This design comes from an exercise in tuning for small area, a short achievable clock period and few clock cycles on the open sky130 flow, not from production work. In this exercise RTL edits were held to simulation tests only and were not proved equivalent to the original.

## flow/design.v (module list and top-level ports; edited modules follow where they fit)
// module perm_table: 316 lines
// module pt_mix1: 1485 lines
// module pt_mix2: 1375 lines
// module pt_jdraw0: 307 lines
// module pt_jdraw1: 305 lines
module perm_table (
    input  wire        clk,
    input  wire        rst,         
    input  wire        start,
    input  wire [63:0] seed,
    input  wire        wr_en,
    input  wire [7:0]  wr_index,
    input  wire [7:0]  wr_data,
    input  wire [8:0]  rd_index,
    output reg  [7:0]  rd_data,
    output wire        busy,
    output reg         done
);
  // ...
==> flow/flow/run.sh <==
#!/bin/bash
set -euo pipefail
M=$(cat flow/margin.txt)
R=orfs/results/sky130hd/perm_table/base
bash standard.sh synth > synth.log 2>&1
cp $R/1_2_yosys.v synth_netlist.v
python3 flow/fapol.py synth_netlist.v $R/1_2_yosys.v > fapol.log 2>&1
rm -f $R/1_synth.odb $R/1_synth.sdc
bash standard.sh place > place.log 2>&1
bash standard.sh SETUP_SLACK_MARGIN=$M finish > layout.log 2>&1
==> flow/flow/fapol.py <==
#!/usr/bin/env python3
"""Full-adder polarity clean-up of a Yosys gate netlist (sky130hd).

Yosys's extract_fa often leaves full adders whose three inputs come through
inverters and whose outputs go through inverters again.  A full adder is
self-dual: FA(~a, ~b, ~c) = (~sum, ~cout).  This script removes the
inverters that do not drive a port, chooses for every fa cell whether it
works on true or on complemented signals so that as few inverters as
possible are needed, and re-inserts one inverter per net that still needs
the other polarity.  Registers and all other cells are left as they are.

usage: fapol.py in.v out.v
"""
import re, sys, random

OUTPINS = {"X", "Y", "Q", "Q_N", "SUM", "COUT", "HI", "LO"}
INV_RE = re.compile(r"sky130_fd_sc_hd__(?:clk)?inv_\d+$")
FA_RE = re.compile(r"sky130_fd_sc_hd__fa_\d+$")

src = open(sys.argv[1]).read()
m = re.search(r"\bmodule\s+(\S+)\s*\((.*?)\);", src, re.S)
head_end = m.end()
endm = src.rindex("endmodule")
body = src[head_end:endm]

# split body into statements
stmts = []
for st in re.finditer(r"(.*?);", body, re.S):
    stmts.append(st.group(1).strip())

ports_in, ports_out = set(), set()
decls = []
cells = []   # [type, name, {pin: net}]
other = []
def expand(rng, name):
    if rng is None:
        return [name]
    a, b = map(int, rng.split(":"))
    lo, hi = min(a, b), max(a, b)
    return [f"{name}[{i}]" for i in range(lo, hi + 1)]

for s in stmts:
    if not s:
        continue
    mm = re.match(r"(input|output|inout|wire)\s+(?:\[(\d+:\d+)\]\s+)?(\S+)$", s)
    if mm:
        decls.append(s)
        kind, rng, name = mm.groups()
        if kind == "input":
            ports_in.update(expand(rng, name))
        elif kind == "output":
            ports_out.update(expand(rng, name))
        continue
    mm = re.match(r"(\S+)\s+(\S+)\s*\((.*)\)$", s, re.S)
    if mm and mm.group(1).startswith("sky130_fd_sc_hd__"):
        pins = {}
        for p in re.finditer(r"\.(\w+)\((.*?)\)\s*(?:,|$)", mm.group(3), re.S):
            pins[p.group(1)] = p.group(2).strip()
        cells.append([mm.group(1), mm.group(2), pins])
        continue
    other.append(s)

if other:
    sys.stderr.write(f"fapol: {len(other)} other statements kept as they are\n")

def norm(n):
    return n

driver = {}
for ci, (ty, nm, pins) in enumerate(cells):
    for p, n in pins.items():
        if p in OUTPINS:
            driver[n] = (ci, p)

# removable inverters: not driving an output port net
removable = set()
for ci, (ty, nm, pins) in enumerate(cells):
    if INV_RE.match(ty) and pins["Y"] not in ports_out:
        removable.add(ci)

def base(n):
    p = 0
    seen = 0
    while n in driver and driver[n][0] in removable:
        ci = driver[n][0]
        n = cells[ci][2]["A"]
        p ^= 1
        seen += 1
        if seen > 1000:
            raise SystemExit("inverter loop")
    return n, p

# consumers per base net: list of (cell index or -1 for port, pin, p)
cons = {}
for ci, (ty, nm, pins) in enumerate(cells):
    if ci in removable:
        continue
    for p, n in pins.items():
        if p in OUTPINS:
            continue
        if n.startswith("1'b") or n == "":
            continue
        b, pol = base(n)
        cons.setdefault(b, []).append((ci, p, pol))
for n in ports_out:
    if n in driver and driver[n][0] in removable:
        raise SystemExit("port driven by removable inverter")

fa = [ci for ci, c in enumerate(cells) if FA_RE.match(c[0])]
faset = set(fa)
flip = {ci: 0 for ci in fa}

def drvflip(b):
    d = driver.get(b)
    if d and d[0] in faset:
        return flip[d[0]]
    return 0

def need(b):
    fd = drvflip(b)
    for ci, p, pol in cons.get(b, []):
        fc = flip.get(ci, 0)
        if pol ^ fc ^ fd:
            return 1
    return 0

# nets touched by each fa (its inputs' base nets and its outputs)
touch = {}
for ci in fa:
    ns = set()
    for p, n in cells[ci][2].items():
        if p in OUTPINS:
            ns.add(n)
        else:
            ns.add(base(n)[0])
    touch[ci] = ns

before = sum(need(b) for b in cons)
cur = before
random.seed(1)
improved = True
rounds = 0
while improved and rounds < 50:
    improved = False
    rounds += 1
    order = fa[:]
    random.shuffle(order)
    for ci in order:
        ns = touch[ci]
        old = sum(need(b) for b in ns)
        flip[ci] ^= 1
        new = sum(need(b) for b in ns)
        if new < old or (new == old and random.random() < 0.0):
            cur += new - old
            improved = True
        else:
            flip[ci] ^= 1
sys.stderr.write(f"fapol: {len(removable)} inverters removed, {cur} inserted "
                 f"(without flips {before}); {sum(flip.values())} of {len(fa)} fa flipped\n")

# rewrite
newnets = []
inv_of = {}
out_cells = []
cnt = 0
for b in cons:
    pass
def inv_net(b):
    global cnt
    if b not in inv_of:
        cnt += 1
        nn = f"_fapol_n{cnt}_"
        inv_of[b] = nn
        newnets.append(nn)
        out_cells.append(("sky130_fd_sc_hd__inv_1", f"_fapol_i{cnt}_", {"A": b, "Y": nn}))
    return inv_of[b]

for ci, (ty, nm, pins) in enumerate(cells):
    if ci in removable:
        continue
    np = {}
    for p, n in pins.items():
        if p in OUTPINS or n.startswith("1'b") or n == "":
            np[p] = n
            continue
        b, pol = base(n)
        fc = flip.get(ci, 0)
        if pol ^ fc ^ drvflip(b):
            np[p] = inv_net(b)
        else:
            np[p] = b
    out_cells.append((ty, nm, np))

def fmt(n):
    return n + " " if n.startswith("\\") else n
lines = [src[:head_end]]
for d in decls:
    lines.append(f"  {d} ;")
for n in newnets:
    lines.append(f"  wire {n};")
for s in other:
    lines.append(f"  {s};")
for ty, nm, pins in out_cells:
    pl = ",\n".join(f"    .{p}({fmt(n)})" for p, n in pins.items())
    lines.append(f"  {ty} {nm} (\n{pl}\n  );")
lines.append("endmodule")
open(sys.argv[2], "w").write("\n".join(lines) + "\n")
==> flow/flow/margin.txt <==
9.0
==> flow/standard.sh <==
#!/bin/bash
# synth_recipe.tcl (not shown) runs the flow's synth.tcl, then flattens the netlist and writes it again
# the make line also repeats each setting of config.mk as NAME=value (left out here)
make -C /OpenROAD-flow-scripts/flow DESIGN_CONFIG=/design/flow/config.mk WORK_HOME=/design/flow/orfs CLKGATE_MAP_FILE= SYNTH_SCRIPT=/design/flow/synth_recipe.tcl "${@:-finish}"
==> flow/config.mk <==
export PLATFORM = sky130hd
export DESIGN_NAME = perm_table
export DESIGN_NICKNAME = perm_table
export VERILOG_FILES = /design/flow/design.v
export SDC_FILE = /design/flow/constraint.sdc
export NUM_CORES = 8
export LEC_CHECK = 0
export ABC_CLOCK_PERIOD_IN_PS = 4400
export CAP_MARGIN = 20
export CORE_MARGIN = 2
export CORE_UTILIZATION = 30
export PLACE_DENSITY = 0.45
export SLEW_MARGIN = 20
==> flow/constraint.sdc <==
create_clock -name core_clock -period 14.0 [get_ports {clk}]
set_input_delay 2.8000 -clock core_clock [delete_from_list [all_inputs] [get_ports {clk}]]
set_output_delay 2.8000 -clock core_clock [all_outputs]
set_load 0.01 [all_outputs]
==> summary.txt, run 1 <==
Clock tree
  – CTS resizes: 1548
  – Total CTS buffers: 402
  – Htree depth: 5
  – CTS Hold Bufs: 0
  – Clock Root Buffer: clkbuf_16
  – Post-CTS Setup Bufs: roughly 440
  – Clock Path Buffers: 4

Placed design
  – HPWL Detailed: 3033000 um
  – # placed instances: 37.72k
  – PortBufs: 101
  – Final Wtd Congestion: 1.697
  – Post-placement setup slack: 5.418 ns
  – Cell area after placement: approximately 280000 um2

Floorplanning
  – Starting Density: 0.3008
  – Die Height: 911.7 um
  – DIE WIDTH: 911.7 um
  – Total I/O pin count: ~100
  – Rows: 333

Yosys
  – Cell Area, Synth: 247200 um2
  – Mapped Nets: 28.61k
  – Ys Warns: 1
  – Gate Count Post-Synth: 25.38k
  – Synth Area per Inst: 9.739 um2

Global route
  – Largest net degree at the start of global routing: 176

Outcome
  – Err: [ERROR GRT-0116] Global routing finished with congestion. Check the congestion regions in the DRC Viewer.
  – Last stage: 5_1_grt
  – Status: stopped before the end
Testbench counts, summed over its fixed seeds: cycles 17,408.
==> module perm_table, before the edit <==
module perm_table (
    input  wire        clk,
    input  wire        rst,         
    input  wire        start,
    input  wire [63:0] seed,
    input  wire        wr_en,
    input  wire [7:0]  wr_index,
    input  wire [7:0]  wr_data,
    input  wire [8:0]  rd_index,
    output reg  [7:0]  rd_data,
    output wire        busy,
    output reg         done
);
    reg        busy_q;
    reg        first;       
    reg        hold;        
    reg        busy_o;      
    reg  [4:1] v;           
    reg [6:0] u;           
    reg        jdone;       
    reg  [1:0] ovv, ovc;    
    reg [6:0] ovu;
    reg        jvr, jlr;    
    reg [6:0] uh;          
    reg        rw;          
    reg [6:0] urw;         
    reg  [1:0] ambr;        
    reg  [1:0] pend;        
    reg        step_q;      
    reg        slast;       
    assign busy = busy_o;
    wire go   = start & ~busy_q;
    wire init = rst | go;
    wire ovt  = (ovu == u);
    wire jval = busy_q & v[4] & ~jdone & ~rw;
    reg  [63:0] s0, p1a_0, p1b_0, x2_0, p2a_0, p2b_0, r0;
    wire [63:0] x1_0 = s0 ^ (s0 >> 30);
    wire [63:0] m1a_0, m1b_0, m2a_0, m2b_0;
    pt_mix1 u_mix1_0 (.x(x1_0), .ya(m1a_0), .yb(m1b_0));
    wire [63:0] z1_0 = p1a_0 + p1b_0;
    pt_mix2 u_mix2_0 (.x(x2_0), .ya(m2a_0), .yb(m2b_0));
    wire [63:0] z2_0 = p2a_0 + p2b_0;
    wire ovh0 = ovv[0] & ovt;           
    wire [31:0] jya0, jyb0;
    pt_jdraw0 u_jdraw0 (.rh(r0[63:40]), .u(u), .c(ovh0 & ovc[0]), .ya(jya0), .yb(jyb0));
    reg  [31:0] jra0, jrb0;
    reg  [39:0] rlq0;                  
    reg        ovr0;
    wire [31:0] js0 = jra0 + jrb0;
    wire [7:0] jq0 = js0[31:24];
    wire [23:0] f0 = js0[23:0];
    wire [8:0] m0 = {uh, 1'd0} + 9'd2;
    wire amb0 = ~ovr0 & (&f0[23:8]) & ({1'b0, f0[7:0]} + {1'b0, m0} > 10'd256);
    always @(posedge clk) begin
        s0   <= go ? seed : s0 + (first ? 64'h9E3779B97F4A7C15 : rw ? 64'h95664B4E08822F04 : hold ? 64'd0 : 64'h3C6EF372FE94F82A);
        p1a_0 <= m1a_0;
        p1b_0 <= m1b_0;
        x2_0  <= z1_0 ^ (z1_0 >> 27);
        p2a_0 <= m2a_0;
        p2b_0 <= m2b_0;
        r0    <= z2_0 ^ (z2_0 >> 31);
        jra0  <= jya0;
        jrb0  <= jyb0;
        rlq0  <= r0[39:0];
        ovr0  <= ovh0;
    end
    reg  [39:0] rs0;
    reg  [8:0]  rm0;
    reg  [10:0] rd0;         
    reg  [6:0]  rn0;
    wire [10:0] rdn0 = {rd0[9:0], 1'b0} - (rs0[39] ? {2'b00, rm0} : 11'd0);
    wire ryes0 = rdn0[10] | (rdn0 == 11'd0);
    wire rfin0 = ryes0 | (rdn0 >= {2'b00, rm0}) | (rn0 == 7'd1);
    always @(posedge clk) begin
        if (~hold & ~rw) begin
            rs0 <= rlq0;
            rm0 <= m0;
            rd0 <= 11'd256 - {3'b000, f0[7:0]};
            rn0 <= 7'd40;
        end else if (hold) begin
            rs0 <= rs0 << 1;
            rd0 <= rdn0;
            rn0 <= rn0 - 7'd1;
        end
    end
    reg  [63:0] s1, p1a_1, p1b_1, x2_1, p2a_1, p2b_1, r1;
    wire [63:0] x1_1 = s1 ^ (s1 >> 30);
    wire [63:0] m1a_1, m1b_1, m2a_1, m2b_1;
    pt_mix1 u_mix1_1 (.x(x1_1), .ya(m1a_1), .yb(m1b_1));
    wire [63:0] z1_1 = p1a_1 + p1b_1;
    pt_mix2 u_mix2_1 (.x(x2_1), .ya(m2a_1), .yb(m2b_1));
    wire [63:0] z2_1 = p2a_1 + p2b_1;
    wire ovh1 = ovv[1] & ovt;           
    wire [31:0] jya1, jyb1;
    pt_jdraw1 u_jdraw1 (.rh(r1[63:40]), .u(u), .c(ovh1 & ovc[1]), .ya(jya1), .yb(jyb1));
    reg  [31:0] jra1, jrb1;
    reg  [39:0] rlq1;                  
    reg        ovr1;
    wire [31:0] js1 = jra1 + jrb1;
    wire [7:0] jq1 = js1[31:24];
    wire [23:0] f1 = js1[23:0];
    wire [8:0] m1 = {uh, 1'd0} + 9'd1;
    wire amb1 = ~ovr1 & (&f1[23:8]) & ({1'b0, f1[7:0]} + {1'b0, m1} > 10'd256);
    always @(posedge clk) begin
        s1   <= go ? seed : s1 + (first ? 64'h3C6EF372FE94F82A : rw ? 64'h95664B4E08822F04 : hold ? 64'd0 : 64'h3C6EF372FE94F82A);
        p1a_1 <= m1a_1;
        p1b_1 <= m1b_1;
        x2_1  <= z1_1 ^ (z1_1 >> 27);
        p2a_1 <= m2a_1;
        p2b_1 <= m2b_1;
        r1    <= z2_1 ^ (z2_1 >> 31);
        jra1  <= jya1;
        jrb1  <= jyb1;
        rlq1  <= r1[39:0];
        ovr1  <= ovh1;
    end
    reg  [39:0] rs1;
    reg  [8:0]  rm1;
    reg  [10:0] rd1;         
    reg  [6:0]  rn1;
    wire [10:0] rdn1 = {rd1[9:0], 1'b0} - (rs1[39] ? {2'b00, rm1} : 11'd0);
    wire ryes1 = rdn1[10] | (rdn1 == 11'd0);
    wire rfin1 = ryes1 | (rdn1 >= {2'b00, rm1}) | (rn1 == 7'd1);
    always @(posedge clk) begin
        if (~hold & ~rw) begin
            rs1 <= rlq1;
            rm1 <= m1;
            rd1 <= 11'd256 - {3'b000, f1[7:0]};
            rn1 <= 7'd40;
        end else if (hold) begin
            rs1 <= rs1 << 1;
            rd1 <= rdn1;
            rn1 <= rn1 - 7'd1;
        end
    end
    wire [1:0] amb = {amb1, amb0};
    wire [1:0] rfin = {rfin1, rfin0};
    wire [1:0] ryes = {ryes1, ryes0};
    wire [1:0] dec = pend & rfin;       
    wire undec = jvr & ~rw & (|amb);        
    wire pass  = jvr & ~rw & ~(|amb);       
    always @(posedge clk) begin
        if (rst | go) begin
            hold  <= 1'b0;
            v     <= 4'd0;
            u     <= 7'd127;
            jdone <= 1'b0;
            ovv   <= 2'd0;
            jvr   <= 1'b0;
            jlr   <= 1'b0;
            rw    <= 1'b0;
            ambr  <= 2'd0;
            pend  <= 2'd0;
        end else begin
            v     <= rw ? 4'd0 : {v[3:1], busy_q & ~hold & ~first};
            jvr   <= jval;
            jlr   <= jval & (u == 7'd0);
            uh    <= u;
            rw    <= undec;
            urw   <= uh;
            ambr  <= amb;
            if (rw) begin
                u     <= urw;
                jdone <= 1'b0;
                hold  <= 1'b1;
                pend  <= ambr;
                ovv   <= 2'd0;
                ovu   <= urw;
            end else begin
                if (jval) begin
                    u     <= u - 7'd1;
                    jdone <= (u == 7'd0);
                end
                if (hold) begin
                    pend <= pend & ~rfin;
                    ovv  <= ovv | dec;
                    ovc  <= (ovc & ~dec) | (ryes & dec);
                    if ((pend & ~rfin) == 2'd0)
                        hold <= 1'b0;
                end
            end
        end
    end
    always @(posedge clk) first <= go;
    always @(posedge clk) begin
        if (rst) begin
            busy_q  <= 1'b0;
            busy_o  <= 1'b0;
            done    <= 1'b0;
            step_q  <= 1'b0;
            slast   <= 1'b0;
        end else begin
            done    <= step_q & slast;
            busy_q  <= go | (busy_q & ~(step_q & slast));
            busy_o  <= (start & ~busy_o) | (busy_o & ~(step_q & slast));
            step_q  <= busy_q & pass;
            slast   <= pass & jlr;
        end
    end
    wire [2047:0] tq;
    wire c0_1 = (jq0 == 8'd254);
    wire e0_1 = (jq0 == jq1);
    wire [1:0] vsn0;
    assign vsn0 = 2'd1;
    wire [1:0] vsn1;
    assign vsn1 = (c0_1 ? vsn0 : 2'd2);
    wire [1:0] osn0;
    assign osn0 = 2'd1;
    wire [1:0] osn1;
    assign osn1 = (e0_1 ? vsn0 : 2'd2);
    wire wvn0 = (jq0 < 8'd254) & ~e0_1;
    wire wvn1 = (jq1 < 8'd254);
    reg [1:0] vs0, os0;
    wire [7:0] wn0 = jq0 + 8'd2;
    reg [15:0] dl0, dh0, rl0, rh0;
    reg [1:0] vs1, os1;
    wire [7:0] wn1 = jq1 + 8'd2;
    reg [15:0] dl1, dh1, rl1, rh1;
    genvar g;
    always @(posedge clk) begin
        vs0 <= vsn0;
        os0 <= osn0;
        vs1 <= vsn1;
        os1 <= osn1;
    end
    generate for (g = 0; g < 16; g = g + 1) begin : g_pdec
        always @(posedge clk) begin
            dl0[g] <= (wn0[3:0] == g);
            rl0[g] <= (jq0[3:0] == g);
            rh0[g] <= (jq0[7:4] == g);
            dh0[g] <= ~rst & busy_q & pass & wvn0 & (wn0[7:4] == g);
            dl1[g] <= (wn1[3:0] == g);
            rl1[g] <= (jq1[3:0] == g);
            rh1[g] <= (jq1[7:4] == g);
            dh1[g] <= ~rst & busy_q & pass & wvn1 & (wn1[7:4] == g);
        end
    end endgenerate
    wire [7:0] A0 = tq[2047:2040];
    wire [7:0] A1 = tq[2039:2032];
    wire [7:0] V0 = ({8{vs0[0]}} & A0);
    wire [7:0] V1 = ({8{vs1[0]}} & A0) | ({8{vs1[1]}} & A1);
    wire [15:0] qlo = 16'd1 << rd_index[3:0];
    wire [15:0] qhi = 16'd1 << rd_index[7:4];
    wire [255:0] col0, col1, col2, col3, col4, col5, col6, col7;
    wire [255:0] selq;
    wire [255:0] sel0;
    wire [255:0] sel1;
    generate for (g = 0; g < 256; g = g + 1) begin : g_sel
        assign selq[g] = qlo[g % 16] & qhi[g / 16];
        assign sel0[g] = rl0[g % 16] & rh0[g / 16];
        assign sel1[g] = rl1[g % 16] & rh1[g / 16];
    end endgenerate
    wire [7:0] rdn_q;
    wire [7:0] R0;
    wire [7:0] R1;
    assign rdn_q[0] = |(selq & col0);
    assign R0[0] = |(sel0 & col0);
    assign R1[0] = |(sel1 & col0);
    assign rdn_q[1] = |(selq & col1);
    assign R0[1] = |(sel0 & col1);
    assign R1[1] = |(sel1 & col1);
    assign rdn_q[2] = |(selq & col2);
    assign R0[2] = |(sel0 & col2);
    assign R1[2] = |(sel1 & col2);
    assign rdn_q[3] = |(selq & col3);
    assign R0[3] = |(sel0 & col3);
    assign R1[3] = |(sel1 & col3);
    assign rdn_q[4] = |(selq & col4);
    assign R0[4] = |(sel0 & col4);
    assign R1[4] = |(sel1 & col4);
    assign rdn_q[5] = |(selq & col5);
    assign R0[5] = |(sel0 & col5);
    assign R1[5] = |(sel1 & col5);
    assign rdn_q[6] = |(selq & col6);
    assign R0[6] = |(sel0 & col6);
    assign R1[6] = |(sel1 & col6);
    assign rdn_q[7] = |(selq & col7);
    assign R0[7] = |(sel0 & col7);
    assign R1[7] = |(sel1 & col7);
    always @(posedge clk) rd_data <= rdn_q;
    wire [7:0] O0 = ({8{os0[0]}} & R0);
    wire [7:0] O1 = ({8{os1[0]}} & A0) | ({8{os1[1]}} & R1);
    wire [15:0] wl0 = busy_q ? dl0 : (16'd1 << wr_index[3:0]);
    wire [15:0] wh0 = busy_q ? dh0 : ({15'd0, wr_en} << wr_index[7:4]);
    wire [7:0] wb0 = busy_q ? V0 : wr_data;
    wire [15:0] wl1 = dl1;
    wire [15:0] wh1 = dh1;
    wire [7:0] wb1 = V1;
    wire ninit = ~init;
    wire sel_h = ninit & ~step_q;
    wire sel_n = ninit & step_q;
    generate
        for (g = 0; g < 256; g = g + 1) begin : g_entry
            reg  [7:0] e;
            assign tq[8*g +: 8] = e;
            assign {col7[g], col6[g], col5[g], col4[g], col3[g], col2[g], col1[g], col0[g]} = e;
            wire h0 = wl0[g % 16] & wh0[g / 16], h1 = wl1[g % 16] & wh1[g / 16];
            wire ah = h0 | h1;
            if (g < 2) begin : g_out
                wire [7:0] ov;
                if (g == 0) begin : g_o0 assign ov = O1; end
                if (g == 1) begin : g_o1 assign ov = O0; end
                wire [7:0] y = ({8{ninit & step_q}} & ov)
                             | ({8{sel_h & h0}} & wb0)
                             | ({8{sel_h & ~h0}} & e);
                always @(posedge clk) e <= y | ({8{init}} & g);
            end else begin : g_norm
                wire [7:0] nbr = tq[8*(g-2)+7 -: 8];
                wire [7:0] y = ({8{ninit & h0}} & wb0) | ({8{ninit & h1}} & wb1)
                             | ({8{sel_n & ~ah}} & nbr)
                             | ({8{sel_h & ~ah}} & e);
                always @(posedge clk) e <= y | ({8{init}} & g);
            end
        end
    endgenerate
endmodule
==> run 2, diff against run 1 <==
--- a/flow/design.v
+++ b/flow/design.v
@@ -210,28 +210,28 @@
     assign osn1 = (e0_1 ? vsn0 : 2'd2);
     wire wvn0 = (jq0 < 8'd254) & ~e0_1;
     wire wvn1 = (jq1 < 8'd254);
+    reg [7:0] jp0;
     reg [1:0] vs0, os0;
     wire [7:0] wn0 = jq0 + 8'd2;
-    reg [15:0] dl0, dh0, rl0, rh0;
+    reg [15:0] dl0, dh0;
+    reg [7:0] jp1;
     reg [1:0] vs1, os1;
     wire [7:0] wn1 = jq1 + 8'd2;
-    reg [15:0] dl1, dh1, rl1, rh1;
+    reg [15:0] dl1, dh1;
     genvar g;
     always @(posedge clk) begin
+        jp0 <= jq0;
         vs0 <= vsn0;
         os0 <= osn0;
+        jp1 <= jq1;
         vs1 <= vsn1;
         os1 <= osn1;
     end
     generate for (g = 0; g < 16; g = g + 1) begin : g_pdec
         always @(posedge clk) begin
             dl0[g] <= (wn0[3:0] == g);
-            rl0[g] <= (jq0[3:0] == g);
-            rh0[g] <= (jq0[7:4] == g);
             dh0[g] <= ~rst & busy_q & pass & wvn0 & (wn0[7:4] == g);
             dl1[g] <= (wn1[3:0] == g);
-            rl1[g] <= (jq1[3:0] == g);
-            rh1[g] <= (jq1[7:4] == g);
             dh1[g] <= ~rst & busy_q & pass & wvn1 & (wn1[7:4] == g);
         end
     end endgenerate
@@ -239,45 +239,10 @@
     wire [7:0] A1 = tq[2039:2032];
     wire [7:0] V0 = ({8{vs0[0]}} & A0);
     wire [7:0] V1 = ({8{vs1[0]}} & A0) | ({8{vs1[1]}} & A1);
-    wire [15:0] qlo = 16'd1 << rd_index[3:0];
-    wire [15:0] qhi = 16'd1 << rd_index[7:4];
-    wire [255:0] col0, col1, col2, col3, col4, col5, col6, col7;
-    wire [255:0] selq;
-    wire [255:0] sel0;
-    wire [255:0] sel1;
-    generate for (g = 0; g < 256; g = g + 1) begin : g_sel
-        assign selq[g] = qlo[g % 16] & qhi[g / 16];
-        assign sel0[g] = rl0[g % 16] & rh0[g / 16];
-        assign sel1[g] = rl1[g % 16] & rh1[g / 16];
-    end endgenerate
-    wire [7:0] rdn_q;
-    wire [7:0] R0;
-    wire [7:0] R1;
-    assign rdn_q[0] = |(selq & col0);
-    assign R0[0] = |(sel0 & col0);
-    assign R1[0] = |(sel1 & col0);
-    assign rdn_q[1] = |(selq & col1);
-    assign R0[1] = |(sel0 & col1);
-    assign R1[1] = |(sel1 & col1);
-    assign rdn_q[2] = |(selq & col2);
-    assign R0[2] = |(sel0 & col2);
-    assign R1[2] = |(sel1 & col2);
-    assign rdn_q[3] = |(selq & col3);
-    assign R0[3] = |(sel0 & col3);
-    assign R1[3] = |(sel1 & col3);
-    assign rdn_q[4] = |(selq & col4);
-    assign R0[4] = |(sel0 & col4);
-    assign R1[4] = |(sel1 & col4);
-    assign rdn_q[5] = |(selq & col5);
-    assign R0[5] = |(sel0 & col5);
-    assign R1[5] = |(sel1 & col5);
-    assign rdn_q[6] = |(selq & col6);
-    assign R0[6] = |(sel0 & col6);
-    assign R1[6] = |(sel1 & col6);
-    assign rdn_q[7] = |(selq & col7);
-    assign R0[7] = |(sel0 & col7);
-    assign R1[7] = |(sel1 & col7);
-    always @(posedge clk) rd_data <= rdn_q;
+    wire [7:0] rd_idx = rd_index[8] ? 8'd0 : rd_index[7:0];
+    always @(posedge clk) rd_data <= tq[8*rd_idx +: 8];
+    wire [7:0] R0 = tq[8*jp0 +: 8];
+    wire [7:0] R1 = tq[8*jp1 +: 8];
     wire [7:0] O0 = ({8{os0[0]}} & R0);
     wire [7:0] O1 = ({8{os1[0]}} & A0) | ({8{os1[1]}} & R1);
     wire [15:0] wl0 = busy_q ? dl0 : (16'd1 << wr_index[3:0]);
@@ -293,7 +258,6 @@
         for (g = 0; g < 256; g = g + 1) begin : g_entry
             reg  [7:0] e;
             assign tq[8*g +: 8] = e;
-            assign {col7[g], col6[g], col5[g], col4[g], col3[g], col2[g], col1[g], col0[g]} = e;
             wire h0 = wl0[g % 16] & wh0[g / 16], h1 = wl1[g % 16] & wh1[g / 16];
             wire ah = h0 | h1;
             if (g < 2) begin : g_out
==> flow/flow/margin.txt (replaced) <==
8.6
--- a/flow/config.mk
+++ b/flow/config.mk
@@ -6,8 +6,8 @@
 export NUM_CORES = 8
 export LEC_CHECK = 0
 export ABC_CLOCK_PERIOD_IN_PS = 4400
-export CAP_MARGIN = 20
+export CAP_MARGIN = 35
 export CORE_MARGIN = 2
 export CORE_UTILIZATION = 30
 export PLACE_DENSITY = 0.45
-export SLEW_MARGIN = 20
+export SLEW_MARGIN = 35
==> run 2 against run 1 <==
  * The layout now fails its checks (antenna rules, slew limit)
  * Synthesized area is 3.2% higher
  * Synthesized cell count down 9.8%
==> summary.txt, run 2 <==
Critical path
  – Critical Path Fanout Max: 21
  – WP data required: 15.06 ns
  – Setup crit start kind: primary input
  – R2R depth: 9
  – CP Capture Type: flop
  – Setup CP Type: primary input to flop
  – Reg2Reg Setup Slack: 8.46 ns
  – Worst path arrival time: about 6.8 ns

Timing
  – Worst relative slew slack: -0.03966
  – RSZ-0062 raised after global routing: true
  – Setup TNS: 0 ns
  – Endpoints failing hold: 0
  – Slew @ Worst Pin: 1.559 ns
  – Slew Viols, Final: 15
  – Final period utilization: 0.4093
  – PnR worst setup slack: 8.270 ns
  – Setup Viol. Count Final: 0
  – F_max: roughly 0.17 GHz
  – Layout Skew: 0.2317 ns
  – Min cycle time layout: 5.730 ns

Yosys
  – Synth Area per Inst: 11.15 um2 (+14%)
  – Cell Area, Synth: 255100 um2 (+3.2%)
  – Gate Count Post-Synth: 22.88k (-9.8%)
  – Ys Warns: 1 (unchanged)
  – Mapped Nets: 26.11k (-8.7%)

Routing
  – Avg WL per Cell: 48.52 um
  – Post-route ant nets: 2
  – Final wirelength: approximately 1700000 um
  – DRC: 0
  – DR pass1 iterations: 11
  – Vias: 247.9k
  – Routed vias/inst: just over 7
  – DRT iter0 DRCs: between 40k and 50k

Placed design
  – PortBufs: 102 (+0.99%)
  – Cell area after placement: 271700 um2 (-4.1%)
  – Final Wtd Congestion: 1.074 (-37%)
  – Post-placement setup slack: 5.669 ns (+0.2511 ns)
  – HPWL Detailed: 1188000 um (-61%)
  – # placed instances: 33.23k (-12%)

Global route
  – Largest net degree at the start of global routing: 190
  – Initial antenna violation count: 333
  – Total gr overflow: 0
  – GR Util All Layers: 0.3802
  – First-pass GRT wire length: 2209000 um
  – Vias in the first global route: ~220k

Run
  – Max-cap viol count: 0

Min path
  – Class of the tightest hold or removal check: flop to flop
  – WHS Path Cells: 0

Clock tree
  – CTS Sinks: 3327
  – Clock Path Buffers: 4 (unchanged)
  – Clk pin slew, worst setup/hold paths: 0.06 ns
  – CTS Hold Bufs: 0 (unchanged)
  – Htree depth: 5 (unchanged)
  – Total CTS buffers: 427 (+6.2%)
  – Clock Root Buffer: clkbuf_16
  – CTS tree: done
  – Clock Latency Late Sink: 1.25 ns

Final layout
  – Layout cells sized above 1: 0.1816
  – Final net count: 25.94k
  – Most frequent cells in the layout: dfxtp_1 (3081), fa_1 (2667), nand2_1 (2118)
  – Final cell count without fillers: 35.03k
  – Commonest non-fill, non-tap cell in the layout: dfxtp_1
  – Max FFs per register: approximately 2.0k
  – Final Cell Area: about 290000 um2
  – Most flops, register: g_entry.e
  – Layout area overhead: 15.17%

Floorplanning
  – Full die area: 857700 um2
  – CORE AREA: 847100 um2
  – Die Height: 926.1 um (+1.6%)
  – Starting Density: 0.3011 (+0.0003188)
  – Rows: 338 (+1.5%)
  – Total I/O pin count: 103 (unchanged)
  – DIE WIDTH: 926.1 um (+1.6%)

Outcome
  – Reasons for failing layout checks: antenna rules, slew limit
  – Status: complete, but fails checks
==> run 2: repair_timing <==
action	CTS	global route
endpoints found under the hold margin	0	0
endpoints found under the setup margin	1985	993
pin swaps	36	39
cloned	28	6
buffers inserted	127	98
gates resized for setup	449	165
==> run 2: metal layers <==
metal,share of wire,vias up,wire length (um),global-route usage
met3,0.14,7505,231400,0.1805
met5,0.00086,-,1461,0.01338
li1,-,88610,-,-
met2,0.40,24940,686600,0.5225
met1,0.35,126800,601700,0.4404
met4,0.10,94,178200,0.3282
==> run 2: worst paths after layout <==
kind,startpoint,endpoint
worst max-delay path,wr_data[5],g_entry[215].e[5]
worst min-delay path,r1[31],rlq1[31]
worst max register to register,jp1[1],g_entry[0].e[6]
worst min register to register,r1[31],rlq1[31]
==> run 2: final cells by class <==
cell class / instances / area [um2]
antenna: 737 / 1844
multi-input combinational: 16660 / 178700
timing repair inverter: 2 / 17.52
clock inverter: 184 / 2380
clock buffer: 608 / 12410
tap: 11220 / 14040
fill: 84400 / 553300
sequential: 3327 / 68200
inverter: 1201 / 4785
timing repair buffer: 1088 / 11410
==> run 2: critical path, cell delays in order <==
cell and delay (ns):
clkdlybuf4s50_1 0.78, mux2_4 0.53, buf_6 0.62, nand2_2 0.71, buf_4 0.50, o22ai_1 0.32
a22oi_1 0.11, nand2_1 0.10
==> run 2: stage by stage <==
stage | hold slack (ns) | util
after floorplan | 0.3096 | -
after global placement | 0.3110 | 0.3196
after detailed placement | 0.3121 | 0.3208
after CTS | 0.3244 | 0.3424
after global routing | 0.3213 | 0.3452
final | 0.3007 | 0.3468
Testbench counts of run 2, summed over its fixed seeds: cycles 17,408.
==> run 3, diff against run 2 <==
==> flow/flow/margin.txt (replaced) <==
8.3
--- a/flow/config.mk
+++ b/flow/config.mk
@@ -6,8 +6,8 @@
 export NUM_CORES = 8
 export LEC_CHECK = 0
 export ABC_CLOCK_PERIOD_IN_PS = 4400
-export CAP_MARGIN = 35
+export CAP_MARGIN = 40
 export CORE_MARGIN = 2
-export CORE_UTILIZATION = 30
-export PLACE_DENSITY = 0.45
-export SLEW_MARGIN = 35
+export CORE_UTILIZATION = 28
+export PLACE_DENSITY = 0.42
+export SLEW_MARGIN = 40
==> run 3 against run 2 <==
  * Sequential cell count unchanged
  * The layout fails its checks (antenna rules)
  * Count of clock-buffer cells in the layout up 30
  * Hold slack better by 0.0057 ns
  * Highest routed layer unchanged
==> summary.txt, run 3 <==
Yosys
  – Ys Warns: 1 (unchanged)
  – Mapped Nets: 26.11k (unchanged)
  – Cell Area, Synth: 255100 um2 (unchanged)
  – Synth Area per Inst: 11.15 um2 (unchanged)
  – Gate Count Post-Synth: 22.88k (unchanged)

Critical path
  – Slowest stage delay, CP: 0.78 ns (about the same)
  – CP Capture Type: flop
  – Crit path cell chain: buf_8, buf_6, nor2_4, buf_8, buf_16, buf_16, o22ai_1, o21ai_0, mux4_2, nor2_1, nor2_1, o211ai_1, a31oi_1
  – WP buf/inv: 5 (+2)
  – Worst path arrival time: 7.09 ns (+0.30 ns)
  – Critical Path Fanout Max: 30 (+43%)
  – Worst path slowest cell: o21ai_0
  – Setup CP Type: primary input to flop
  – WP data required: 15.04 ns (-0.02 ns)
  – Cell family with most CP delay: compound AO/OA/AOI/OAI gates
  – Setup crit start kind: primary input

Timing
  – Min cycle time layout: 6.051 ns (+0.3212 ns)
  – F_max: 0.1653 GHz (-5.3%)
  – Endpoints failing hold: 0 (unchanged)
  – Slew @ Worst Pin: 1.175 ns (-0.3841 ns)
  – Setup Viol. Count Final: 0 (unchanged)
  – Slew Viols, Final: 0 (-15)
  – RSZ-0062 raised after global routing: true
  – Setup TNS: 0 ns (unchanged)
  – Final period utilization: 0.4322 (+0.02294)
  – Worst relative slew slack: 0.2164 (+0.2561)
  – Layout Skew: 0.2034 ns (-0.02825 ns)

Routing
  – Routed vias/inst: 6.768 (-4.4%)
  – Final wirelength: 1658000 um (-2.4%)
  – Post-route ant nets: 3 (+1)
  – DRC: 0 (unchanged)
  – Avg WL per Cell: 46.50 um (-4.2%)
  – DRT iter0 DRCs: 39.83k (-5.9%)
  – DR pass1 iterations: 9 (-2)
  – Vias: 241.3k (-2.6%)

Placed design
  – HPWL Detailed: 1178000 um (-0.79%)
  – Final Wtd Congestion: 1.052 (-2.1%)
  – PortBufs: 102 (unchanged)
  – # placed instances: 34.15k (+2.8%)

Clock tree
  – Clock Root Buffer: clkbuf_16
  – Htree depth: 5 (unchanged)
  – Total CTS buffers: 443 (+3.7%)
  – Clock Path Buffers: 5 (+1)
  – Clock Latency Late Sink: 1.20 ns (-0.05 ns)
  – Clk pin slew, worst setup/hold paths: 0.07 ns (about the same)
  – CTS Hold Bufs: 0 (unchanged)
  – CTS Sinks: 3327 (unchanged)
  – CTS tree: done

Global route
  – First-pass GRT wire length: 2165000 um (-2.0%)
  – Initial antenna violation count: 324 (-2.7%)
  – Largest net degree at the start of global routing: 186 (-2.1%)
  – Total gr overflow: 0 (unchanged)
  – GR Util All Layers: 0.3480 (-0.03221)
  – Vias in the first global route: 221.7k (-0.52%)

Final layout
  – Max FFs per register: 2048 (unchanged)
  – Commonest non-fill, non-tap cell in the layout: dfxtp_1
  – Layout cells sized above 1: 0.1746 (-0.006975)
  – Layout area overhead: 14.70%
  – Most frequent cells in the layout: dfxtp_1 (3111), fa_1 (2672), nand2_1 (2116)
  – Most flops, register: g_entry.e
  – Final net count: 25.84k (-0.40%)
  – Filler cell count: 92.08k (+9.1%)
  – Final cell count without fillers: 35.66k (+1.8%)

Floorplanning
  – Die Height: 958.5 um (+3.5%)
  – Full die area: 918700 um2 (+7.1%)
  – CORE AREA: 908200 um2 (+7.2%)
  – Starting Density: 0.2809 (-0.02028)
  – Rows: 350 (+3.6%)
  – Total I/O pin count: 103 (unchanged)
  – DIE WIDTH: 958.5 um (+3.5%)

Outcome
  – Reasons for failing layout checks: antenna rules
  – Status: complete, but fails checks

Min path
  – Class of the tightest hold or removal check: flop to flop

Run
  – Max-cap viol count: 0 (unchanged)
run 3: changes by cell type in the layout (fill, tap and decap cells not counted), sizes merged, moves of 11 or more:
cell and delta:
diode -178, bufinv -11, bufbuf -13, clkinvlp -30, clkbuf +22, clkinv -14, inv +30, buf -100
run 3: cell type report:
type	instances	area, um2	share of cell area
Clock buffer	638	13030	0.04453
Sequential cell	3327	68150	0.2329
Antenna cell	559	1399	0.004781
Multi-Input combinational cell	16660	178500	0.6102
Timing Repair Buffer	967	9824	0.03358
Timing Repair inverter	3	26.28	0.00008980
Tap cell	12140	15190	0.05193
Clock inverter	158	1754	0.005995
Inverter	1201	4674	0.01598
run 3: through the flow:
stage	utilization	instance area [um2]	setup slack, ns	hold WS, ns
after floorplan	-	255100	7.644	0.3096
after global placement	0.2994	271900	5.648	0.3108
after detailed placement	0.3009	273300	5.602	0.3121
after CTS	0.3190	289700	8.280	0.2967
after global routing	0.3210	291600	8.252	0.3115
final	0.3222	292600	7.949	0.3064
run 3: per-layer routing:
metal	track usage	wire, um	vias up
li1	-	-	88160
met1	0.4098	595700	124200
met2	0.4796	672200	22430
met3	0.1604	226000	6478
met4	0.2883	162300	112
met5	0.01362	1862	-
run 3: repair_timing:
action,in CTS,in global routing
pin swaps,14,30
setup buffers,58,61
endpoints found under the setup margin,1625,512
resized for setup,201,119
gates cloned,13,4
run 3: final timing paths:
| check | from | to | slack [ns] | depth (start not counted) |
|---|---|---|---|---|
| hold reg to reg | r1[28] | rlq1[28] | 0.31 | 0 |
| setup / recovery | rd_index[8] | rd_data[3] | 7.95 | 13 |
| hold / removal | r1[28] | rlq1[28] | 0.31 | 0 |
| setup reg to reg | jp0[1] | g_entry[1].e[0] | 8.13 | 10 |

-- port drivers added, routing unchanged --
No port has a modelled driver above. Below, the same layouts with a new extraction and two added sets of constraints. Step 1 assumes that a clkbuf_16 drives the clock port and a buf_2 every other input. Step 2 adds t to the input delays and takes it off the output delays; t is the mean of the earliest and latest rising clock arrival at the registers after step 1. Input paths then give back, and output paths get back, about the clock's delay inside the block. a / b / c = ideal ports / drivers / drivers and shift; a / b = the first two.
run	shift t [ns]	setup WS [ns]	worst setup path at the end	worst register clock-pin slew, ns
run 2	1.304	8.270 / 8.047 / 6.743	input to register	0.08 / 0.08
run 3	1.252	7.949 / 7.739 / 6.487	input to register	0.07 / 0.07
The setup slack of run 2, which loses most, moves by -0.223 ns with the drivers and by -1.527 ns with both steps.
